Context: an optimization exercise on an open-source flow, tuned for small area, a short achievable clock period and few clock cycles per item. The choices shown serve that exercise and are no tape-out recipe. Only simulation tests tie the RTL to the original design; equivalence was not proved. Power and IR drop assume default switching activity.

$ cat flow/config.mk
export PLATFORM = sky130hd
export DESIGN_NAME = bb_sync
export DESIGN_NICKNAME = bb_sync
export VERILOG_FILES = /design/flow/design.v
export SDC_FILE = /design/flow/constraint.sdc
export NUM_CORES = 4
export LEC_CHECK = 0
export ABC_AREA = 1
export CAP_MARGIN = 20
export CORE_MARGIN = 2
export CORE_UTILIZATION = 55
export CTS_BUF_LIST = sky130_fd_sc_hd__clkbuf_8
export SETUP_SLACK_MARGIN = 2.1
export SLEW_MARGIN = 20
$ cat flow/constraint.sdc
create_clock -name core_clock -period 4.5 [get_ports {clk}]
set_input_delay 0.9000 -clock core_clock [delete_from_list [all_inputs] [get_ports {clk}]]
set_output_delay 0.9000 -clock core_clock [all_outputs]
set_load 0.01 [all_outputs]
$ cat flow/design.v
module bb_sync (
    input  wire        clk,
    input  wire        rst,           
    input  wire        cmd_valid,
    output wire        cmd_ready,
    input  wire [31:0] cmd_data,
    output wire        kbc_rd,
    output wire        kbc_port,      
    input  wire        kbc_ack,
    input  wire [7:0]  kbc_rdata,
    output wire        rec_valid,
    input  wire        rec_ready,
    output wire [31:0] rec_data
);
    reg  [1:0]  sub_r;
    reg         kbd_pending;
    reg  [1:0]  mouse_slot;
    reg  [7:0]  mouse_b0, mouse_b1;
    reg         gs1, gap, gs2, gco;    
    reg  [14:0] x_sum;                 
    reg  [15:0] y_sum;
    reg  [7:0]  gest_xlen, gest_tol;
    reg         g2;                    
    reg         gq;                    
    reg         g2_cx, g2_sx;          
    reg         g2_cy, g2_sy;
    reg         g2_xk1, g2_xk0;        
    reg         g2_yk1, g2_yk0;        
    reg         cb_v;
    reg         cb_rdy;        
    reg  [1:0]  cb_grp;
    reg  [1:0]  cb_mem;
    reg  [23:0] cb_arg;
    reg         e_rd;          
    reg         e_port;        
    reg         e_wt;          
    reg         e_ch;          
    reg         e_mq;          
    reg  [3:0]  e_cnt;         
    reg  [2:0]  e_code;        
    reg         b_v;
    reg         b_ch;
    reg  [2:0]  b_code;
    reg  [7:0]  b_byte;
    reg         b_pkt;         
    reg         o_v;
    reg         o_pkt;         
    reg         o_pkt_lo;      
    reg         o_k1;          
    reg         o_k2;          
    reg         o_dis;         
    reg         o_gd;          
    reg  [7:0]  o_byte;
    reg         gd_p;          
    assign kbc_rd   = e_rd;
    assign kbc_port = e_port;
    wire o_key = o_k1 | o_k2;
    assign rec_valid = o_v;
    assign rec_data[31]    = 1'b1;
    assign rec_data[30:27] = 4'd0;
    assign rec_data[26]    = o_dis;
    assign rec_data[25]    = o_pkt | o_gd;
    assign rec_data[24]    = o_key | o_gd;
    assign rec_data[23:18] = {6{o_pkt}} & o_byte[7:2];
    assign rec_data[17]    = (o_pkt & o_byte[1]) | o_k2;
    assign rec_data[16]    = (o_pkt & o_byte[0]) | (o_key & ~o_byte[7]);
    assign rec_data[15:10] = ({6{o_pkt_lo}} & mouse_b1[7:2]) | ({6{o_k2}} & o_byte[7:2]);
    assign rec_data[9:8]   = ({2{o_pkt_lo}} & mouse_b1[1:0]) | ({2{o_k2 | o_dis}} & o_byte[1:0]);
    assign rec_data[7:3]   = ({5{o_pkt_lo}} & mouse_b0[7:3]) | ({5{o_k1}} & o_byte[7:3]) |
                             ({5{o_k2}} & 5'b11100);
    assign rec_data[2:0]   = ({3{o_pkt_lo}} & mouse_b0[2:0]) | ({3{o_k1}} & o_byte[2:0]) |
                             ({3{o_dis}} & o_byte[4:2]);
    wire [7:0]  opc = cmd_data[31:24];
    wire z23_0 = (cmd_data[23:0] == 24'd0);
    wire z23_1 = (cmd_data[23:1] == 23'd0);
    wire z23_8 = (cmd_data[23:8] == 16'd0);
    reg  [3:0]  d_kind;
    always @(*) begin
        d_kind = 4'b10_10;                        
        case (opc)
            8'h00: if (z23_0) d_kind = 4'b00_00;
            8'h01: if (z23_1) d_kind = 4'b00_01;
            8'h02: if (z23_1) d_kind = 4'b00_10;
            8'h03: if (z23_8) d_kind = 4'b01_00;
            8'h10: if (z23_0) d_kind = 4'b01_01;
            8'h20: if (z23_0) d_kind = 4'b01_10;
            8'h11: if (z23_8) d_kind = 4'b10_00;
            8'h21: if (z23_8) d_kind = 4'b10_01;
            8'h30: if (cmd_data[5:3] == 3'd0) d_kind = 4'b11_00;
            8'h31: if (z23_0) d_kind = 4'b11_01;
            8'h32: if (cmd_data[23:16] == 8'd0) d_kind = 4'b11_10;
            default: ;
        endcase
    end
    wire r_ok   = !o_v && !gd_p;
    wire r_b    = b_v && r_ok;               
    wire bfree  = !b_v || r_ok;              
    wire e_idle = !e_rd && !e_wt && !e_mq;
    wire cb_simple = (cb_grp == 2'd0);
    wire cb_drain  = (cb_grp == 2'd1);
    wire cb_bop    = (cb_grp == 2'd2);
    wire cb_gop    = (cb_grp == 2'd3);
    wire bop_go = cb_v && cb_bop && e_idle && bfree;
    wire g_free = cb_v && cb_gop && e_idle && !b_v && r_ok;
    wire g_op   = g_free && (cb_mem != 2'd0) && !g2;   
    wire g_prep = g_free && (cb_mem == 2'd0) && !gq;   
    wire cons_reg = cb_v && (cb_simple || (cb_drain && e_idle)) || bop_go || g_op || gq;
    assign cmd_ready = cb_rdy;
    wire rd_now    = e_rd && kbc_ack;
    wire st_obf    = kbc_rdata[0];
    wire last_poll = (e_cnt == 4'd9);
    wire fin_now   = rd_now && (e_port || (!st_obf && last_poll));
    wire dk = cb_mem[0] || (!cb_mem[1] && !cb_mem[0] && cb_arg[0] && sub_r[0]);
    wire dm = cb_mem[1] || (!cb_mem[1] && !cb_mem[0] && cb_arg[1] && sub_r[1]);
    wire take_drain = cb_v && cb_drain && (e_idle || (fin_now && !e_mq));
    wire cons       = cons_reg || take_drain;
    wire e_free_n = !take_drain && (e_idle || (fin_now && !e_mq));
    wire b_v_n    = (b_v && !r_b) || fin_now || bop_go;
    wire r_ok_n   = !gd_p && (!o_v || rec_ready) && !r_b && !g_go;
    wire       ld_n  = cmd_valid && cmd_ready;
    wire       cbv_n = ld_n || (cb_v && !cons);
    wire [1:0] grp_n = ld_n ? d_kind[3:2] : cb_grp;
    wire [1:0] mem_n = ld_n ? d_kind[1:0] : cb_mem;
    reg        cons_n;
    always @(*) begin
        case (grp_n)
            2'd0:    cons_n = 1'b1;
            2'd1:    cons_n = e_free_n;
            2'd2:    cons_n = e_free_n && !b_v_n;
            default: cons_n = (mem_n == 2'd0) ? (!ld_n && g_prep) : (e_free_n && !b_v_n && r_ok_n);
        endcase
    end
    function gt8(input [7:0] a, input [7:0] b, input eq);
        integer i;
        reg r;
        begin
            r = eq;
            for (i = 0; i < 8; i = i + 1)
                r = (a[i] & ~b[i]) | ((a[i] | ~b[i]) & r);
            gt8 = r;
        end
    endfunction
    function gt15(input [14:0] a, input [14:0] b, input eq);
        integer i;
        reg r;
        begin
            r = eq;
            for (i = 0; i < 15; i = i + 1)
                r = (a[i] & ~b[i]) | ((a[i] | ~b[i]) & r);
            gt15 = r;
        end
    endfunction
    wire r_pkt = b_pkt && r_ok;
    reg  [1:0] slot_after;
    always @(*) begin
        slot_after = mouse_slot;
        if (r_b && b_ch && b_code == 3'd0)
            case (mouse_slot)
                2'd0:    slot_after = b_byte[3] ? 2'd1 : 2'd0;
                2'd1:    slot_after = 2'd2;
                default: slot_after = 2'd0;
            endcase
    end
    wire g_go  = r_pkt || gq;
    wire [2:0] g_btn = mouse_b0[2:0];
    wire [8:0] g_dx  = {mouse_b0[4], mouse_b1};
    wire [8:0] g_dy  = {mouse_b0[5], b_byte};
    wire        g_lb = g_btn[0];
    wire        g_rb = g_btn[1];
    wire        g_mb = g_btn[2];
    wire        left_only  =  g_lb && !g_rb && !g_mb;
    wire        right_only = !g_lb &&  g_rb && !g_mb;
    wire        released   = !g_lb && !g_rb && !g_mb;
    wire        sx = g_dx[8];
    wire        sy = g_dy[8];
    wire [7:0]  ux = g_dx[7:0] ^ {8{sx}};
    wire [7:0]  uy = g_dy[7:0] ^ {8{sy}};
    wire        ax = gt8(ux, gest_tol, sx);
    wire        ay = gt8(uy, gest_tol, sy);
    wire        dx_lt = sx && ax;             
    wire        dy_lt = sy && ay;             
    wire        dy_gt = !sy && ay;            
    wire [8:0]  x_lo = {1'b0, x_sum[7:0]} + {1'b0, g_dx[7:0]};
    wire [8:0]  y_lo = {1'b0, y_sum[7:0]} + {1'b0, g_dy[7:0]};
    wire        x_long = (x_sum[14:8] != 7'd0) || gt8(x_sum[7:0], gest_xlen, 1'b1);
    wire        steep  = gt15(y_sum[14:0] ^ {15{gs2}}, x_sum, gs2) && (!gs2 || y_sum[15]);
    wire        acc1 = gs1 && left_only  && !(dx_lt || dy_lt);
    wire        acc2 = gs2 && right_only && !(dx_lt || dy_gt);
    wire        acc  = acc1 || acc2;
    wire        gidle  = !gs1 && !gap && !gs2 && !gco;
    wire        ap_ok  = !(g_lb || g_mb || ax || ay);
    wire        n_s1   = (gidle && left_only) || acc1;
    wire        n_ap   = (gs1 && released && x_long && steep) || (gap && ap_ok && !g_rb);
    wire        n_s2   = (gap && ap_ok && g_rb) || acc2;
    wire        g_done = gs2 && released && x_long && steep;
    wire        n_co   = gco || g_done;
    function [7:0] incdec(input [7:0] x, input up, input dn);
        integer i;
        reg [7:0] r, m;
        begin
            for (i = 0; i < 8; i = i + 1) begin
                m = (8'd1 << i) - 8'd1;
                r[i] = x[i] ^ ((up & ((x & m) == m)) | (dn & ((x & m) == 8'd0)));
            end
            incdec = r;
        end
    endfunction
    wire [7:0]  x_hi  = incdec({1'b0, x_sum[14:8]}, g2_cx & !g2_sx, g2_sx & !g2_cx);
    wire [7:0]  y_hi  = incdec(y_sum[15:8],         g2_cy & !g2_sy, g2_sy & !g2_cy);
    wire        g2_xk = g2_cx ? g2_xk1 : g2_xk0;
    wire        g2_yk = g2_cy ? g2_yk1 : g2_yk0;
    wire        x_a1 = (x_sum[14:8] == 7'h7F);
    wire        x_a0 = (x_sum[14:8] == 7'h00);
    wire        y_a1 = (y_sum[14:8] == 7'h7F);
    wire        y_a0 = (y_sum[14:8] == 7'h00);
    wire        xk_c1 = !(!sx && x_a1);                        
    wire        xk_c0 = !(sx && x_a0);                         
    wire        yk_c1 = ((y_sum[15] ^ (!sy && y_a1)) == gs2);
    wire        yk_c0 = ((y_sum[15] ^ (sy && y_a0)) == gs2);
    reg [2:0] v_code;
    always @(*) begin
        if (kbc_rdata[7])                 v_code = 3'd2;    
        else if (kbc_rdata[6])            v_code = 3'd3;    
        else if (kbc_rdata[5] != e_ch)    v_code = 3'd4;    
        else                              v_code = 3'd0;
    end
    always @(posedge clk) begin
        if (rst) begin
            sub_r       <= 2'b00;
            kbd_pending <= 1'b0;
            mouse_slot  <= 2'd0;
            gs1         <= 1'b0;
            gap         <= 1'b0;
            gs2         <= 1'b0;
            gco         <= 1'b0;
            x_sum       <= 15'd0;
            y_sum       <= 16'd0;
            gest_xlen   <= 8'h00;
            gest_tol    <= 8'h00;
            g2          <= 1'b0;
            cb_v        <= 1'b0;
            cb_rdy      <= 1'b1;
            e_rd        <= 1'b0;
            e_wt        <= 1'b0;
            e_mq        <= 1'b0;
            b_v         <= 1'b0;
            b_pkt       <= 1'b0;
            gq          <= 1'b0;
            o_v         <= 1'b0;
            gd_p        <= 1'b0;
        end else begin
            if (cmd_valid && cmd_ready) cb_v <= 1'b1;
            else if (cons)              cb_v <= 1'b0;
            cb_rdy <= !cbv_n || cons_n;
            if (cb_v && cb_simple && cb_mem != 2'd0) begin
                if (cb_arg[0]) sub_r[1] <= cb_mem[0];
                else           sub_r[0] <= cb_mem[0];
            end
            if (o_v && rec_ready) begin
                o_v  <= gd_p;
                gd_p <= 1'b0;
            end
            if (r_b) begin
                b_v   <= 1'b0;
                b_pkt <= 1'b0;
            end
            if (fin_now) begin
                b_v   <= 1'b1;
                b_pkt <= e_ch && e_port && (e_code == 3'd0) && (slot_after == 2'd2);
            end
            if (bop_go) begin
                b_v   <= 1'b1;
                b_pkt <= (cb_mem == 2'd1) && (slot_after == 2'd2);
            end
            if (rd_now) begin
                if (!e_port) begin
                    if (st_obf) begin
                        if (!bfree) begin e_rd <= 1'b0; e_wt <= 1'b1; end
                    end else if (e_cnt == 4'd8 && !bfree) begin
                        e_rd <= 1'b0; e_wt <= 1'b1;
                    end
                end
            end else if (e_wt && bfree) begin
                e_wt <= 1'b0;
                e_rd <= 1'b1;
            end
            if (fin_now) begin
                e_mq <= 1'b0;
                e_rd <= e_mq;
            end
            if (take_drain) begin
                e_mq <= dk && dm;
                e_rd <= dk || dm;
            end
            if (r_b && b_code == 3'd0) begin
                if (!b_ch) begin
                    kbd_pending <= (b_byte == 8'hE0);
                end else begin
                    case (mouse_slot)
                        2'd0: if (b_byte[3]) mouse_slot <= 2'd1;
                        2'd1: mouse_slot <= 2'd2;
                        default: mouse_slot <= 2'd0;
                    endcase
                end
            end
            if (r_b) begin
                if (b_code != 3'd0) o_v <= 1'b1;
                else if (!b_ch)     o_v <= (b_byte != 8'hE0);
                else                o_v <= (mouse_slot == 2'd0) ? !b_byte[3] : (mouse_slot == 2'd2);
            end
            gq <= g_prep;
            if (g_go) begin
                gs1 <= n_s1;
                gap <= n_ap;
                gs2 <= n_s2;
                gco <= n_co;
                g2  <= acc;
                x_sum[7:0] <= acc ? x_lo[7:0] : 8'd0;
                y_sum[7:0] <= acc ? y_lo[7:0] : 8'd0;
                if (!acc) begin
                    x_sum[14:8] <= 7'd0;
                    y_sum[15:8] <= 8'd0;
                end
                if (r_pkt) gd_p <= g_done;
                else       o_v  <= g_done;
            end
            if (g2) begin
                g2 <= 1'b0;
                if (g2_xk) x_sum[14:8] <= x_hi[6:0];
                else       x_sum       <= 15'd0;
                if (g2_yk) y_sum[15:8] <= y_hi;
                else       y_sum       <= 16'd0;
            end
            if (g_op && cb_mem[0]) begin
                gs1   <= 1'b0;
                gap   <= 1'b0;
                gs2   <= 1'b0;
                gco   <= 1'b0;
                x_sum <= 15'd0;
                y_sum <= 16'd0;
            end
            if (g_op && cb_mem[1]) begin
                gest_xlen <= cb_arg[7:0];
                gest_tol  <= cb_arg[15:8];
            end
        end
    end
    always @(posedge clk) begin
        if (cmd_ready) begin
            cb_grp <= d_kind[3:2];
            cb_mem <= d_kind[1:0];
            cb_arg <= cmd_data[23:0];
        end
        if (rd_now && !e_port) begin
            if (st_obf) begin
                e_code <= v_code;
                e_port <= 1'b1;
            end else begin
                e_cnt <= e_cnt + 4'd1;
            end
        end
        if (fin_now && e_mq) begin
            e_ch   <= 1'b1;
            e_cnt  <= 4'd0;
            e_port <= 1'b0;
        end
        if (take_drain) begin
            e_ch   <= !dk;
            e_cnt  <= 4'd0;
            e_port <= 1'b0;
        end
        if (fin_now) begin
            b_ch   <= e_ch;
            b_code <= e_port ? e_code : 3'd1;
            b_byte <= kbc_rdata;
        end
        if (bop_go) begin
            b_ch   <= cb_mem[0];
            b_code <= cb_mem[1] ? 3'd6 : 3'd0;
            b_byte <= cb_arg[7:0];
        end
        if (o_v && rec_ready) o_pkt_lo <= 1'b0;
        if (o_v && rec_ready && gd_p) begin
            o_pkt <= 1'b0;
            o_pkt_lo <= 1'b0;
            o_k1  <= 1'b0;
            o_k2  <= 1'b0;
            o_dis <= 1'b0;
            o_gd  <= 1'b1;
        end
        if (r_b) begin
            o_pkt <= 1'b0;
            o_pkt_lo <= 1'b0;
            o_k1  <= 1'b0;
            o_k2  <= 1'b0;
            o_dis <= 1'b0;
            o_gd  <= 1'b0;
            if (b_code != 3'd0) begin
                o_dis  <= 1'b1;
                o_byte <= {3'd0, b_code, (b_code == 3'd6) ? 2'd2 : {1'b0, b_ch}};
            end else if (!b_ch) begin
                o_k1   <= !kbd_pending;
                o_k2   <= kbd_pending;
                o_byte <= b_byte;
            end else if (mouse_slot == 2'd0) begin
                o_dis  <= 1'b1;
                o_byte <= {3'd0, 3'd5, 2'd1};
            end else begin
                o_pkt  <= 1'b1;
                o_pkt_lo <= 1'b1;
                o_byte <= b_byte;
            end
        end
        if (gq) begin
            o_pkt <= 1'b0;
            o_pkt_lo <= 1'b0;
            o_k1  <= 1'b0;
            o_k2  <= 1'b0;
            o_dis <= 1'b0;
            o_gd  <= 1'b1;
        end
        if (b_ch && b_code == 3'd0 && r_b) begin
            if (mouse_slot == 2'd0) mouse_b0 <= b_byte;
            if (mouse_slot == 2'd1) mouse_b1 <= b_byte;
        end
        if (g_prep) begin
            mouse_b0     <= {mouse_b0[7:6], cb_arg[23], cb_arg[14], mouse_b0[3], cb_arg[2:0]};
            mouse_b1     <= cb_arg[13:6];
            b_byte       <= cb_arg[22:15];
            cb_arg[15:0] <= {mouse_b1, mouse_b0};
        end
        if (gq) begin
            mouse_b0 <= cb_arg[7:0];
            mouse_b1 <= cb_arg[15:8];
        end
        if (g_go) begin
            g2_cx  <= x_lo[8];
            g2_sx  <= sx;
            g2_cy  <= y_lo[8];
            g2_sy  <= sy;
            g2_xk1 <= xk_c1;
            g2_xk0 <= xk_c0;
            g2_yk1 <= yk_c1;
            g2_yk0 <= yk_c0;
        end
        if (rst) begin
            mouse_b0 <= 8'h00;
            mouse_b1 <= 8'h00;
            o_byte   <= 8'h00;
        end
    end
endmodule
$ cat flow/flow/run.sh
#!/bin/bash
# Standard layout, except that the port buffers are buf_2 cells instead of
# the delay cells buffer_ports picks by default. Every port is still buffered.
set -euo pipefail
export BUFFER_PORTS_ARGS="-buffer_cell sky130_fd_sc_hd__buf_2"
bash standard.sh > standard.log 2>&1
$ cat flow/standard.sh
#!/bin/bash
# synth_recipe.tcl (not shown) runs the flow's synth.tcl, then flattens the netlist and writes it again
# the make line also repeats each setting of config.mk as NAME=value (left out here)
make -C /OpenROAD-flow-scripts/flow DESIGN_CONFIG=/design/flow/config.mk WORK_HOME=/design/flow/orfs CLKGATE_MAP_FILE= SYNTH_SCRIPT=/design/flow/synth_recipe.tcl "${@:-finish}"
==> qor.txt, run 1 <==
Antenna Nets Post-Route: 0
H-tree Lvls: 4
Area delta synth->final: 13.4%
Port Buffers: 75
Most common cell after layout, fill and taps aside: nand2_1
GRT overflow: 0
Dpl cells: 1522
FF+latch area: 3620 µm²
Hold-fix buffers at CTS: 0
Die height: 133 µm
Worst hold path class: register to register
Register clock-pin slew on the reported worst setup and hold paths: 0.09 ns
Pwr/cell area: 291 nW/µm²
Post-synth EDFFs: 52
Setup TNS: 0 ns
Worst path max stage delay: 0.75 ns
Via count: 8679
Max stage delay cell, worst path: dfxtp_1
Synth Warn #: 1
FMAX: 423 MHz
CP arrival: 1.47 ns
Mapped Cells: 1269
Antenna cells: 0
CTS Buf Count: 17
Critical path type: register to primary output
Fill count: 1545
Core area: 16500 µm²
Max Cap Viol: 0
Initial core utilization: 0.559
Area of the multi-input gates: 4840 µm²
Post-synth ARST share: 0
Startpoint Class: register
CP Max Fanout: 15
Family with the most delay on the worst path: flip-flops
Io pins: 81
Sequential area share after synthesis: 0.391
Clock sinks: 154
Final Non-Filler Cells: 1574
Cell breakdown of the critical path: buf_2
Max-slew violations: 0
Tmin final: 2.37 ns
Status: no timing/DRC/antenna violations
DP HPWL: 19800 µm
First-pass GRT wire length: 41700 µm
P_leak: 4.49 nW
Seq cells post-synth: 154
CP Capture Type: primary output
Most frequent cells in the layout: nand2_1 (278), inv_1 (170), o21ai_0 (101)
Total track usage: 0.303
WL final: 26800 µm
Nets: 1411
Worst-Skew Late Latency: 0.47 ns
Vias in the first global route: 7931
Final Skew: 0.0121 ns
Avg Vias per Cell: 5.51
CP Data Required Time: 3.60 ns
Largest net degree at the start of global routing: 47
Initial antenna violation count: 0
Slew margin rel.: 0.557
Layout cells sized above 1: 0.149
CTS tree: built
Final hold vios: 0
Routed WL per cell: 17.1 µm
Starting DRT DRC Count: 677
Root Driver: clkbuf_8
Worst Max-Slew Pin Slew: 0.663 ns
Maximum VDD drop: 0.193 mV
Syn Area/Cell: 7.25 µm²
Top_reg_cell synth: dfxtp_1
Die W: 133 µm
RSZ-0062 raised after global routing: yes
Maximum clock insertion buffer count: 2
GP Congestion: 0.917
Synth cell types: 53
Buf/Inv on CP: 1
Die Area: 17800 µm²
Post-synthesis cell area: 9210 µm²
Final Setup Violations: 0
Core Rows: 47
Initial DRT Pass Iterations: 5
DRC Markers: 0
Final period util: 0.526
==> flip-flops by register name (all words and copies together), names as in the netlist, 2 cells and up <==
| register | cells |
|---|---|
| gest_tol | 8 |
| o_byte | 8 |
| y_sum | 16 |
| mouse_b1 | 8 |
| b_byte | 8 |
| e_code | 3 |
| x_sum | 15 |
| mouse_b0 | 8 |
| cb_grp | 2 |
| cb_arg | 24 |
| cb_mem | 2 |
| gest_xlen | 8 |
| sub_r | 2 |
| b_code | 3 |
| mouse_slot | 2 |
| e_cnt | 4 |
==> cells by family (layout without fill, tap and decap cells) <==
logic type,Yosys count,count (layout),share of synthesized area
other,2,5,0.000816
and+or+nand+nor,530,533,0.249
AOI/OAI and AO/OA,275,275,0.172
buffers and inverters,232,311,0.103
adders and majority gates,25,25,0.0356
xor gates and xnor gates,50,50,0.0476
muxes,1,1,0.00109
DFF,154,154,0.391
==> cell usage after synthesis (4+ instances only) <==
master,n,area share
a211oi_1,4,0.0033
a21oi_1,88,0.048
a221oi_1,5,0.0048
a22o_1,4,0.0038
a31oi_1,7,0.0048
a41oi_1,7,0.0067
buf_2,9,0.0049
buf_4,9,0.0073
buf_6,4,0.0049
clkbuf_1,30,0.012
dfxtp_1,102,0.22
edfxtp_1,52,0.17
ha_1,23,0.031
inv_1,172,0.070
inv_2,5,0.0020
nand2_1,280,0.11
nand3_1,66,0.036
nand4_1,14,0.0095
nor2_1,102,0.042
nor3_1,22,0.012
nor4_1,7,0.0048
o2111ai_1,5,0.0048
o211ai_1,8,0.0065
o21ai_0,104,0.057
o21ai_1,7,0.0038
o21bai_1,6,0.0049
o221ai_1,4,0.0038
o22ai_1,13,0.0088
or2_2,18,0.012
xnor2_1,27,0.026
xor2_1,23,0.022
==> power breakdown <==
group	switching (W)	total, W	leakage (nW)	internal [W]
Clock	0.000590	0.00116	0.217	0.000570
Combinational	0.000205	0.000320	2.93	0.000114
Sequential	0.0000631	0.00156	1.34	0.00150
Total	0.000859	0.00304	4.49	0.00218
==> repair_timing <==
item | CTS | global route
setup endpoints to repair | 77 | 103
setup buffers | 0 | 16
gates cloned | 0 | 4
pin swaps | 0 | 9
resized for setup | 11 | 38
==> worst min-delay path, cell delays in order, from the launching register on <==
cell and delay (ns):
dfxtp_1 0.32, nand2_1 0.06, a21oi_1 0.05
==> through the flow <==
step           setup slack, ns  utilization  power (W)  cell area, µm²  hold slack, ns
3_3_place_gp              1.67        0.586    0.00188            9650           0.452
2_1_floorplan             2.04            -    0.00177            9220           0.403
3_5_place_dp              1.63        0.586    0.00188            9650           0.457
6_report                  2.13        0.634    0.00304           10400           0.466
4_1_cts                   2.11        0.614    0.00303           10100           0.468
5_1_grt                   1.98        0.634    0.00315           10400           0.487
==> layer usage <==
| layer | up-vias | GRT usage | part of all wire |
|---|---|---|---|
| met5 | - | 0 | 0 |
| met4 | 0 | 0.128 | 0.034 |
| met1 | 3964 | 0.388 | 0.42 |
| li1 | 4344 | - | - |
| met3 | 56 | 0.0487 | 0.060 |
| met2 | 315 | 0.509 | 0.49 |
==> layout make-up <==
| cell class | count | area share |
|---|---|---|
| Inverter | 180 | 0.0658 |
| Sequential cell | 154 | 0.347 |
| Timing Repair inverter | 1 | 0.000719 |
| Multi-Input combinational cell | 889 | 0.464 |
| Tap cell | 220 | 0.0264 |
| Clock buffer | 17 | 0.0224 |
| Timing Repair Buffer | 98 | 0.0544 |
| Clock inverter | 15 | 0.0191 |
==> worst paths after layout <==
| kind | cells after the start | end | from | slack (ns) |
|---|---|---|---|---|
| worst max register to register | 12 | y_sum[10]$_SDFFE_PP0P_ | b_byte[4]$_DFFE_PP_ | 2.18 |
| worst min-delay path | 2 | o_k2$_SDFFE_PP0P_ | kbd_pending$_SDFFE_PP0P_ | 0.47 |
| worst max-delay path | 1 | cmd_ready | cb_rdy$_SDFF_PP1_ | 2.13 |
| worst min register to register | 2 | o_k2$_SDFFE_PP0P_ | kbd_pending$_SDFFE_PP0P_ | 0.47 |
Testbench counts, summed over its fixed seeds: cycles 26,047, ops 5,600.
==> run 2, diff against run 1 <==
--- a/flow/config.mk
+++ b/flow/config.mk
@@ -10,5 +10,7 @@
 export CORE_MARGIN = 2
 export CORE_UTILIZATION = 55
 export CTS_BUF_LIST = sky130_fd_sc_hd__clkbuf_8
-export SETUP_SLACK_MARGIN = 2.1
+export CTS_CLUSTER_DIAMETER = 500
+export CTS_CLUSTER_SIZE = 100
+export SETUP_SLACK_MARGIN = 2.0
 export SLEW_MARGIN = 20
==> run 2 against run 1 <==
  * Utilization is 1.2 points lower
  * Clock skew fell by 0.0019 ns
  * Non-clock buffer count shrank 8
  * Combinational power shrank 6%
  * Hold slack gained 0.0059 ns
  * Global-route usage fell by 0.23 points
  * Via count down 0.32%
  * Synthesized area did not move
  * Clock power is about 10% lower
==> qor.txt, run 2 <==
RSZ-0062 raised after global routing: yes
Design area: 10200 µm² (-1.9%)
Die W: 133 µm (unchanged)
Critical Path Start: o_k2$_SDFFE_PP0P_
Sequential area share after synthesis: 0.391 (unchanged)
Maximum VDD drop: 0.197 mV (+2.0%)
Top Registers: cb_arg (24), y_sum (16), x_sum (15)
DP Area: 9650 µm² (unchanged)
Post-synth ARST share: 0 (unchanged)
Io pins: 81 (unchanged)
Avg Vias per Cell: 5.53 (+0.25%)
Most frequent cells in the layout: nand2_1 (279), inv_1 (171), o21ai_0 (103)
Core Rows: 47 (unchanged)
Max FFs per register: 24 (unchanged)
CP Data Required Time: 3.60 ns (about the same)
Max Cap Viol: 0 (unchanged)
Synth Warn #: 1 (unchanged)
Worst reg2reg path endpoint: y_sum[7]$_SDFF_PP0_
Most frequent cell after synthesis: nand2_1
Largest family of logic cells by synthesized area: simple AND/OR/NAND/NOR gates
List of most frequent post-synthesis cells: nand2_1 (280), inv_1 (172), o21ai_0 (104)
Worst Max-Slew Pin Slew: 0.688 ns (+0.0241 ns)
Top_reg_cell synth: dfxtp_1
Clock sinks: 154 (unchanged)
DP HPWL: 19800 µm (+0.21%)
Total track usage: 0.301 (-0.00233)
CP arrival: 1.49 ns (+0.02 ns)
Worst-Skew Late Latency: 0.46 ns (about the same)
Cell breakdown of the critical path: inv_1 > o21ai_0 > buf_2
Share of the synthesized area in the top cell type: 0.222 (unchanged)
Hold-fix buffers at CTS: 0 (unchanged)
Xor/xnor cell area share of the yosys netlist: 0.0476 (unchanged)
Worst hold path class: register to register
Initial core utilization: 0.559 (unchanged)
Antenna cells: 0 (unchanged)
Simple-gate share of the synthesized area: 0.249 (unchanged)
Port Buffers: 75 (unchanged)
Pwr/cell area: 284 nW/µm² (-2.4%)
R2R Path Start: b_byte[2]$_DFFE_PP_
Register clock-pin slew on the reported worst setup and hold paths: 0.09 ns (about the same)
Syn Area/Cell: 7.25 µm² (unchanged)
Post-synthesis cell area: 9210 µm² (unchanged)
Dominant cells by area after synthesis: dfxtp_1 (22%), edfxtp_1 (17%), nand2_1 (11%), inv_1 (7.0%), o21ai_0 (5.7%)
Setup TNS: 0 ns (unchanged)
CTS Buf Count: 17 (unchanged)
Antenna Nets Post-Route: 0 (unchanged)
Status: no timing/DRC/antenna violations
Critical path type: register to primary output
Via count: 8651 (-0.32%)
GP Congestion: 0.917 (about the same)
Worst path max stage delay: 0.52 ns (-0.23 ns)
P_leak: 4.41 nW (-1.7%)
Die height: 133 µm (unchanged)
Proportion of synthesized area in mux cells: 0.00109 (unchanged)
Starting DRT DRC Count: 582 (-14%)
Final Non-Filler Cells: 1565 (-0.57%)
Max-slew violations: 0 (unchanged)
Most common cell after layout, fill and taps aside: nand2_1
Die Area: 17800 µm² (unchanged)
Biggest register: cb_arg
GRT overflow: 0 (unchanged)
Nets: 1402 (-0.64%)
CP Capture Type: primary output
Root Driver: clkbuf_8
H-tree Lvls: 4 (unchanged)
Crit path to: rec_data[10]
WHS: 0.472 ns (+0.00589 ns)
Final period util: 0.532 (+0.00617)
CTS tree: built
R2R cell count: 12 (unchanged)
Routed WL per cell: 16.9 µm (-0.98%)
Area delta synth->final: 11.2%
Core area: 16500 µm² (unchanged)
Synth area leader: dfxtp_1
CP Max Fanout: 9 (-6)
Post-synth EDFFs: 52 (unchanged)
Tmin final: 2.39 ns (+0.0278 ns)
DRC Markers: 0 (unchanged)
Slew margin rel.: 0.539 (-0.0180)
Final Setup Violations: 0 (unchanged)
Dpl cells: 1522 (unchanged)
Startpoint Class: register
FMAX: 418 MHz (-1.2%)
Seq cells post-synth: 154 (unchanged)
Vias in the first global route: 7811 (-1.5%)
Maximum clock insertion buffer count: 2 (unchanged)
Final hold vios: 0 (unchanged)
First-pass GRT wire length: 41500 µm (-0.50%)
Layout cells sized above 1: 0.134 (-0.0154)
WL final: 26400 µm (-1.5%)
Synth Area in Compound Gates: 0.172 (unchanged)
Final Skew: 0.0102 ns (-0.00187 ns)
Initial DRT Pass Iterations: 6 (+1)
Mapped Cells: 1269 (unchanged)
Largest net degree at the start of global routing: 47 (unchanged)
Synthesized-area fraction occupied by adder cells: 0.0356 (unchanged)
Reg-to-reg slack, setup: 2.20 ns (+0.02 ns)
Initial antenna violation count: 0 (unchanged)
Max stage delay cell, worst path: dfxtp_1
Synth cell types: 53 (unchanged)
run 2: power breakdown:
group / switching [W] / internal (W)
clock network: 0.000576 / 0.000466
registers: 0.0000688 / 0.00150
logic: 0.000194 / 0.000107
total: 0.000839 / 0.00207
run 2: per-stage QoR:
step | total power, W | setup slack (ns) | util
after global routing | 0.00301 | 1.98 | 0.622
after detailed placement | 0.00188 | 1.63 | 0.586
after global placement | 0.00188 | 1.67 | 0.586
final | 0.00291 | 2.11 | 0.622
after CTS | 0.00291 | 2.02 | 0.611
after floorplan | 0.00177 | 2.04 | -
run 2: logic make-up (layout without fill, tap and decap cells):
kind of cell    after synthesis  after routing
xor+xnor                     50             50
flops                       154            154
simple gates                530            532
compound gates              275            275
other cells                   2              5
fa+ha+maj                    25             25
mux                           1              1
buf+inv                     232            303
run 2: timing repair:
action | 4_1_cts | 5_1_grt
endpoints found under the setup margin | 53 | 59
resized for setup | 7 | 19
pin swaps | 0 | 3
cloned | 0 | 3
setup buffers | 0 | 8
endpoints found under the hold margin | 0 | 0
run 2: critical path, delay by kind of cell, from the launching register on:
| family | cells | cell delay (ns) |
|---|---|---|
| buf+inv | 2 | 0.32 |
| compound gates | 1 | 0.20 |
| flops | 1 | 0.52 |
run 2: worst min path at each step:
stage | startpoint | end | slack (ns) | cells past startpoint
floorplan | mouse_b0[4]$_SDFFE_PP0P_ | g2_sx$_DFFE_PN_ | 0.40 | 0
global placement | gco$_SDFFE_PP0N_ | gco$_SDFFE_PP0N_ | 0.45 | 2
detailed placement | o_byte[0]$_SDFFE_PP0P_ | o_byte[0]$_SDFFE_PP0P_ | 0.46 | 2
CTS | o_byte[0]$_SDFFE_PP0P_ | o_byte[0]$_SDFFE_PP0P_ | 0.48 | 2
global route | o_byte[0]$_SDFFE_PP0P_ | o_byte[0]$_SDFFE_PP0P_ | 0.50 | 2
finish | gco$_SDFFE_PP0N_ | gco$_SDFFE_PP0N_ | 0.47 | 2
run 2: layout make-up:
class,instances,area (µm²)
clock inverters,14,138
well taps,220,275
repair inverters,1,5.00
clock buffers,18,248
fillers,1570,6230
inverters,180,684
repair buffers,90,504
flip-flops and latches,154,3610
multi-input cells,888,4770
run 2: per-layer routing:
layer / up-vias / wire (µm) / global-route usage
met3: 50 / 1520 / 0.0453
met1: 3993 / 11300 / 0.389
met5: - / 0 / 0
li1: 4332 / - / -
met2: 276 / 12900 / 0.511
met4: 0 / 781 / 0.112
==> run 3, diff against run 2 <==
--- a/flow/config.mk
+++ b/flow/config.mk
@@ -10,7 +10,5 @@
 export CORE_MARGIN = 2
 export CORE_UTILIZATION = 55
 export CTS_BUF_LIST = sky130_fd_sc_hd__clkbuf_8
-export CTS_CLUSTER_DIAMETER = 500
-export CTS_CLUSTER_SIZE = 100
 export SETUP_SLACK_MARGIN = 2.0
 export SLEW_MARGIN = 20
==> run 3 against run 2 <==
  * Synthesized area stayed put
  * Sequential share of layout area is the same
  * Clock power about the same
  * Cell count is the same
  * Power did not move
  * Final area did not move
  * Setup slack unchanged
  * Utilization unchanged
  * Sequential cell count is the same
  * Global-route usage unchanged
  * Die area unchanged
  * Clock skew did not move
  * Critical path type unchanged
  * Largest cell class unchanged
==> qor.txt, run 3 <==
Max Cap Viol: 0 (unchanged)
Max stage delay cell, worst path: dfxtp_1
Avg Vias per Cell: 5.53 (unchanged)
Root Driver: clkbuf_8
Synth Area in Compound Gates: 0.172 (unchanged)
Starting DRT DRC Count: 582 (unchanged)
Area of the multi-input gates: 4770 µm² (unchanged)
Proportion of synthesized area in mux cells: 0.00109 (unchanged)
DP HPWL: 19800 µm (unchanged)
Maximum clock insertion buffer count: 2 (unchanged)
Max-slew violations: 0 (unchanged)
Core Rows: 47 (unchanged)
Sequential area share after synthesis: 0.391 (unchanged)
Most frequent cell after synthesis: nand2_1
Tmin final: 2.39 ns (unchanged)
Die height: 133 µm (unchanged)
Vias in the first global route: 7811 (unchanged)
Critical Path Start: o_k2$_SDFFE_PP0P_
Die W: 133 µm (unchanged)
Final period util: 0.532 (unchanged)
Die Area: 17800 µm² (unchanged)
Syn Area/Cell: 7.25 µm² (unchanged)
GRT overflow: 0 (unchanged)
Largest family of logic cells by synthesized area: simple AND/OR/NAND/NOR gates
R2R Path Start: b_byte[2]$_DFFE_PP_
Most common cell after layout, fill and taps aside: nand2_1
Most frequent cells in the layout: nand2_1 (279), inv_1 (171), o21ai_0 (103)
Initial core utilization: 0.559 (unchanged)
Met3 WL: 1520 µm (unchanged)
Seq cells post-synth: 154 (unchanged)
Top_reg_cell synth: dfxtp_1
FMAX: 418 MHz (unchanged)
Final hold vios: 0 (unchanged)
Synth cell types: 53 (unchanged)
Max FFs per register: 24 (unchanged)
Register clock-pin slew on the reported worst setup and hold paths: 0.09 ns (about the same)
Critical path type: register to primary output
WHS Path Cells: 2 (unchanged)
Synth area leader: dfxtp_1
Pwr/cell area: 284 nW/µm² (unchanged)
Worst-Skew Late Latency: 0.46 ns (about the same)
Cell breakdown of the critical path: inv_1 > o21ai_0 > buf_2
P_leak: 4.41 nW (unchanged)
Synth Warn #: 1 (unchanged)
Post-synth ARST share: 0 (unchanged)
Maximum VDD drop: 0.197 mV (unchanged)
Hold Path Origin: gco$_SDFFE_PP0N_
CP Max Fanout: 9 (unchanged)
Mapped Cells: 1269 (unchanged)
Startpoint Class: register
CP Capture Type: primary output
Largest net degree at the start of global routing: 47 (unchanged)
WL met1: 11300 µm (unchanged)
R2R cell count: 12 (unchanged)
GP Congestion: 0.917 (unchanged)
Slew margin rel.: 0.539 (unchanged)
Initial DRT Pass Iterations: 6 (unchanged)
First-pass GRT wire length: 41500 µm (unchanged)
Core area: 16500 µm² (unchanged)
Worst Max-Slew Pin Slew: 0.688 ns (unchanged)
Area delta synth->final: 11.2% (unchanged)
Post-synthesis cell area: 9210 µm² (unchanged)
Antenna cells: 0 (unchanged)
WHS: 0.472 ns (unchanged)
Final Non-Filler Cells: 1565 (unchanged)
List of most frequent post-synthesis cells: nand2_1 (280), inv_1 (172), o21ai_0 (104)
Final Setup Violations: 0 (unchanged)
WL final: 26400 µm (unchanged)
Worst path max stage delay: 0.52 ns (about the same)
Clock sinks: 154 (unchanged)
CTS Buf Count: 17 (unchanged)
CTS tree: built
Dpl cells: 1522 (unchanged)
Initial antenna violation count: 0 (unchanged)
H-tree Lvls: 4 (unchanged)
Nets: 1402 (unchanged)
Synthesized-area fraction occupied by adder cells: 0.0356 (unchanged)
DRC Markers: 0 (unchanged)
RSZ-0062 raised after global routing: yes
Final Skew: 0.0102 ns (unchanged)
Post-synth EDFFs: 52 (unchanged)
Xor/xnor cell area share of the yosys netlist: 0.0476 (unchanged)
Fill count: 1570 (unchanged)
CP arrival: 1.49 ns (about the same)
Port Buffers: 75 (unchanged)
Total track usage: 0.301 (unchanged)
Hold-fix buffers at CTS: 0 (unchanged)
Status: no timing/DRC/antenna violations
Io pins: 81 (unchanged)
Simple-gate share of the synthesized area: 0.249 (unchanged)
Detail Route met2 WL: 12900 µm (unchanged)
FF+latch area: 3610 µm² (unchanged)
Max layer used: met4
Share of the synthesized area in the top cell type: 0.222 (unchanged)
Top Registers: cb_arg (24), y_sum (16), x_sum (15)
Routed WL per cell: 16.9 µm (unchanged)
Antenna Nets Post-Route: 0 (unchanged)
Worst hold path class: register to register
Via count: 8651 (unchanged)
Dominant cells by area after synthesis: dfxtp_1 (22%), edfxtp_1 (17%), nand2_1 (11%), inv_1 (7.0%), o21ai_0 (5.7%)
CP Data Required Time: 3.60 ns (about the same)
Biggest register: cb_arg
Setup TNS: 0 ns (unchanged)
Layout cells sized above 1: 0.134 (unchanged)
==> run 3: cell counts after synthesis <==
No cell type changed its count.
==> run 3: path summary, 6_finish.rpt <==
| check | slack [ns] | to |
|---|---|---|
| max reg2reg | 2.20 | y_sum[7]$_SDFF_PP0_ |
| min | 0.47 | gco$_SDFFE_PP0N_ |
| max | 2.11 | rec_data[10] |
| min reg2reg | 0.47 | gco$_SDFFE_PP0N_ |
==> run 3: cell families after synthesis <==
kind of cell,after synthesis
DFF,154
other,2
muxes,1
buffers and inverters,232
AOI/OAI and AO/OA,275
adders and majority gates,25
and+or+nand+nor,530
xor gates and xnor gates,50
==> run 3: cell type report <==
| type | count | share of cell area |
|---|---|---|
| timing repair inverter | 1 | 0.000489 |
| inverter | 180 | 0.0669 |
| clock buffer | 18 | 0.0242 |
| multi-input combinational | 888 | 0.466 |
| tap | 220 | 0.0269 |
| timing repair buffer | 90 | 0.0493 |
| clock inverter | 14 | 0.0134 |
| sequential | 154 | 0.353 |
==> run 3: critical path: cells and delay by family, from the launching register on <==
kind	cells	cell delay (ns)
buffers and inverters	2	0.32
flip-flops	1	0.52
AO/OA/AOI/OAI	1	0.20
==> run 3: per-stage QoR <==
| stage | cell area (µm²) | setup slack [ns] | total power, W | utilization |
|---|---|---|---|---|
| CTS | 10100 | 2.02 | 0.00291 | 0.611 |
| global route | 10200 | 1.98 | 0.00301 | 0.622 |
| finish | 10200 | 2.11 | 0.00291 | 0.622 |
| global placement | 9650 | 1.67 | 0.00188 | 0.586 |
| detailed placement | 9650 | 1.63 | 0.00188 | 0.586 |
| floorplan | 9220 | 2.04 | 0.00177 | - |
==> run 3: power breakdown <==
| part | leakage (nW) | switching [W] | internal, W |
|---|---|---|---|
| Combinational | 2.88 | 0.000194 | 0.000107 |
| Clock | 0.197 | 0.000576 | 0.000466 |
| Sequential | 1.34 | 0.0000688 | 0.00150 |
==> run 3: repair_timing <==
| item | CTS | global route |
|---|---|---|
| buffers inserted | 0 | 8 |
| pin swaps | 0 | 3 |
| endpoints found under the setup margin | 53 | 59 |
| gates cloned | 0 | 3 |
| hold endpoints to repair | 0 | 0 |
| resized for setup | 7 | 19 |
==> run 3: per-layer routing <==
layer  vias up  global-route usage
met5         -                   0
met4         0               0.112
met3        50              0.0453
met2       276               0.511
met1      3993               0.389
li1       4332                   -
==> run 4, diff against run 3 <==
--- a/flow/config.mk
+++ b/flow/config.mk
@@ -9,6 +9,8 @@
 export CAP_MARGIN = 20
 export CORE_MARGIN = 2
 export CORE_UTILIZATION = 55
-export CTS_BUF_LIST = sky130_fd_sc_hd__clkbuf_8
+export CTS_BUF_LIST = sky130_fd_sc_hd__clkbuf_16
+export CTS_CLUSTER_DIAMETER = 300
+export CTS_CLUSTER_SIZE = 60
 export SETUP_SLACK_MARGIN = 2.0
 export SLEW_MARGIN = 20
==> run 4 against run 3 <==
  * Synthesized area did not move
  * Hold slack got worse by 0.00090 ns
  * Sequential share of layout area fell by 0.71 points
  * Die area did not move
  * Final area rose by 2.1%
  * Cell count rose by 0.13%
  * Synthesized cell count did not move
  * Via count rose by 0.72%
  * Register-to-register slack got worse by 0.03 ns
  * Routed wire length rose by 2.1%
  * Combinational power rose by 2%
  * Largest cell class unchanged
  * Sequential power barely moved
==> qor.txt, run 4 <==
Die Area: 17800 µm² (unchanged)
Most frequent cells in the layout: nand2_1 (279), inv_1 (171), o21ai_0 (103)
Hold EP: gco$_SDFFE_PP0N_
Maximum VDD drop: 0.288 mV (+46%)
Antenna cells: 0 (unchanged)
Share of the synthesized area in the top cell type: 0.222 (unchanged)
DRC Markers: 0 (unchanged)
Max-slew violations: 0 (unchanged)
Total track usage: 0.303 (+0.00247)
Logic gate share of total power: 0.094 (-0.010)
Slew margin rel.: 0.535 (-0.00385)
Die height: 133 µm (unchanged)
Layout cells sized above 1: 0.136 (+0.00203)
Tmin final: 2.36 ns (-0.0316 ns)
Clk pwr share: 0.426 (+0.068)
Total power: 0.00326 W (+12%)
H-tree Lvls: 4 (unchanged)
List of most frequent post-synthesis cells: nand2_1 (280), inv_1 (172), o21ai_0 (104)
Setup TNS: 0 ns (unchanged)
Routed WL per cell: 17.2 µm (+2.0%)
Die W: 133 µm (unchanged)
FMAX: 423 MHz (+1.3%)
Register clock-pin slew on the reported worst setup and hold paths: 0.06 ns (-0.03 ns)
Max FFs per register: 24 (unchanged)
CP Capture Type: primary output
DP HPWL: 19800 µm (unchanged)
Critical path type: register to primary output
Biggest register: cb_arg
R2R Path Start: b_byte[0]$_DFFE_PP_
GRT overflow: 0 (unchanged)
Sequential area share after synthesis: 0.391 (unchanged)
Final Setup Violations: 0 (unchanged)
P_leak: 4.50 nW (+2.0%)
Root Driver: clkbuf_16
Mapped Cells: 1269 (unchanged)
Hold Path Origin: gco$_SDFFE_PP0N_
Flop pwr share: 0.480 (-0.058)
Pwr/cell area: 312 nW/µm² (+9.9%)
Initial antenna violation count: 0 (unchanged)
Initial DRT Pass Iterations: 5 (-1)
Post-synth EDFFs: 52 (unchanged)
Avg Vias per Cell: 5.56 (+0.59%)
CP Data Required Time: 3.60 ns (about the same)
Worst Max-Slew Pin Slew: 0.693 ns (+0.00574 ns)
Final hold vios: 0 (unchanged)
Sw frac: 0.271 (-0.0175)
Nets: 1404 (+0.14%)
Vias in the first global route: 7882 (+0.91%)
Top_reg_cell synth: dfxtp_1
Clock sinks: 154 (unchanged)
CTS Buf Count: 17 (unchanged)
Initial core utilization: 0.559 (unchanged)
Sw Pwr: 0.000883 W (+5.3%)
Final Skew: 0.00670 ns (-0.00349 ns)
Via count: 8713 (+0.72%)
Syn Area/Cell: 7.25 µm² (unchanged)
Status: no timing/DRC/antenna violations
Post-synth ARST share: 0 (unchanged)
Core area: 16500 µm² (unchanged)
RSZ-0062 raised after global routing: no
Final period util: 0.525 (-0.00703)
Synth cell types: 53 (unchanged)
Core Rows: 47 (unchanged)
Worst reg2reg path endpoint: g2_cy$_DFFE_PN_
GP Congestion: 0.917 (unchanged)
WL final: 27000 µm (+2.1%)
Hold-fix buffers at CTS: 0 (unchanged)
Largest net degree at the start of global routing: 47 (unchanged)
Startpoint Class: register
First-pass GRT wire length: 41800 µm (+0.58%)
Synth area leader: dfxtp_1
Most common cell after layout, fill and taps aside: nand2_1
CP arrival: 1.46 ns (-0.03 ns)
Seq cells post-synth: 154 (unchanged)
CP Max Fanout: 9 (unchanged)
Starting DRT DRC Count: 755 (+30%)
Worst hold path class: register to register
Top Registers: cb_arg (24), y_sum (16), x_sum (15)
Max Cap Viol: 0 (unchanged)
Post-synthesis cell area: 9210 µm² (unchanged)
Most frequent cell after synthesis: nand2_1
Reg-to-reg slack, setup: 2.17 ns (-0.03 ns)
CTS tree: built
Dominant cells by area after synthesis: dfxtp_1 (22%), edfxtp_1 (17%), nand2_1 (11%), inv_1 (7.0%), o21ai_0 (5.7%)
Antenna Nets Post-Route: 0 (unchanged)
R2R cell count: 8 (-4)
Worst-Skew Late Latency: 0.43 ns (-0.03 ns)
Area delta synth->final: 13.5%
Io pins: 81 (unchanged)
Int Power: 0.00238 W (+15%)
WHS Path Cells: 2 (unchanged)
Port Buffers: 75 (unchanged)
Synth Warn #: 1 (unchanged)
Maximum clock insertion buffer count: 2 (unchanged)
-- run 4: power groups by stage --
stage / Clock (W) / Sequential, W / Combinational, W
3_5_place_dp: 0 / 0.00160 / 0.000284
3_3_place_gp: 0 / 0.00160 / 0.000284
2_1_floorplan: 0 / 0.00157 / 0.000202
5_1_grt: 0.00146 / 0.00157 / 0.000344
4_1_cts: 0.00140 / 0.00157 / 0.000287
6_report: 0.00139 / 0.00156 / 0.000308
-- run 4: cell families (layout without fill, tap and decap cells) --
family	count (synthesis)	count (layout)	synth area share
other cells	2	5	0.000816
fa+ha+maj	25	25	0.0356
buf+inv	232	304	0.103
compound gates	275	275	0.172
mux	1	1	0.00109
xor+xnor	50	50	0.0476
flops	154	154	0.391
simple gates	530	533	0.249
-- run 4: per-layer routing --
metal | vias to the layer above | global-route usage | wire length (µm)
li1 | 4343 | - | -
met1 | 4020 | 0.390 | 11400
met2 | 289 | 0.507 | 13000
met3 | 61 | 0.0434 | 1600
met4 | 0 | 0.138 | 981
met5 | - | 0 | 0
-- run 4: how the worst max path moves through the flow --
stage,from,to,slack [ns],cells past startpoint
after floorplan,cmd_data[16],cb_rdy$_SDFF_PP1_,2.04,11
after global placement,cmd_data[16],cb_rdy$_SDFF_PP1_,1.67,12
after detailed placement,o_v$_SDFF_PP0_,gest_tol[2]$_SDFFE_PP0P_,1.63,8
after CTS,o_v$_SDFF_PP0_,gest_tol[2]$_SDFFE_PP0P_,2.00,8
after global routing,o_v$_SDFF_PP0_,mouse_b0[1]$_SDFFE_PP0P_,2.00,14
final,o_k2$_SDFFE_PP0P_,rec_data[11],2.14,3
-- run 4: final cells by class --
cell class,instances,area [µm²]
well taps,220,275
flip-flops and latches,154,3610
inverters,180,684
fillers,1536,6020
clock inverters,15,141
clock buffers,17,425
repair inverters,1,5.00
repair buffers,91,515
multi-input cells,889,4780
-- run 4: through the flow --
step	std cells	instance area [µm²]	util	hold slack [ns]	setup slack, ns
final	1567	10400	0.634	0.471	2.14
after global routing	1567	10400	0.634	0.497	2.00
after CTS	1554	10200	0.621	0.472	2.00
after detailed placement	1522	9650	0.586	0.462	1.63
after global placement	1522	9650	0.586	0.452	1.67
after floorplan	1272	9220	-	0.403	2.04
-- run 4: worst max-delay path: stages (launching register included) --
cell and delay (ns):
dfxtp_1 0.52, inv_1 0.16, o21ai_0 0.20, buf_2 0.16
-- run 4: timing repair --
| action | CTS | global route |
|---|---|---|
| cloned | 0 | 4 |
| pin swaps | 0 | 5 |
| endpoints found under the setup margin | 53 | 69 |
| buffers inserted | 0 | 9 |
| hold endpoints to repair | 0 | 0 |
| gates resized for setup | 5 | 24 |

## what the ideal ports hide
The results above use ideal ports. As a check the final layouts listed here were re-extracted and re-timed, cells and wires unchanged. Step 1: set_driving_cell puts a clkbuf_16 on clk and a buf_2 on each other input, an assumption about the parent block. Step 2 adds t to the input delays and takes it off the output delays; t is the mean of the earliest and latest rising clock arrival at the registers after step 1. Input paths then give back, and output paths get back, about the clock's delay inside the block. Three values: no drivers, after step 1, after step 2; two values: the first two.
| run | shift t [ns] | slack for setup (ns) | worst hold slack (ns) | worst slew at a driven data input, ns | cell pins on the clock port's net |
|---|---|---|---|---|---|
| run 1 | 0.504 | 2.134 / 2.092 / 1.663 | 0.466 / 0.466 / 0.466 | 0.03 | 1 |
| run 2 | 0.504 | 2.106 / 2.063 / 1.748 | 0.472 / 0.472 / 0.472 | 0.03 | 1 |
| run 3 | 0.504 | 2.106 / 2.063 / 1.748 | 0.472 / 0.472 / 0.472 | 0.03 | 1 |
| run 4 | 0.474 | 2.138 / 2.090 / 1.744 | 0.471 / 0.471 / 0.471 | 0.03 | 1 |
After both steps every run listed still meets setup and hold. The setup slack of run 1, which loses most, moves by -0.042 ns with the drivers and by -0.471 ns with both steps.
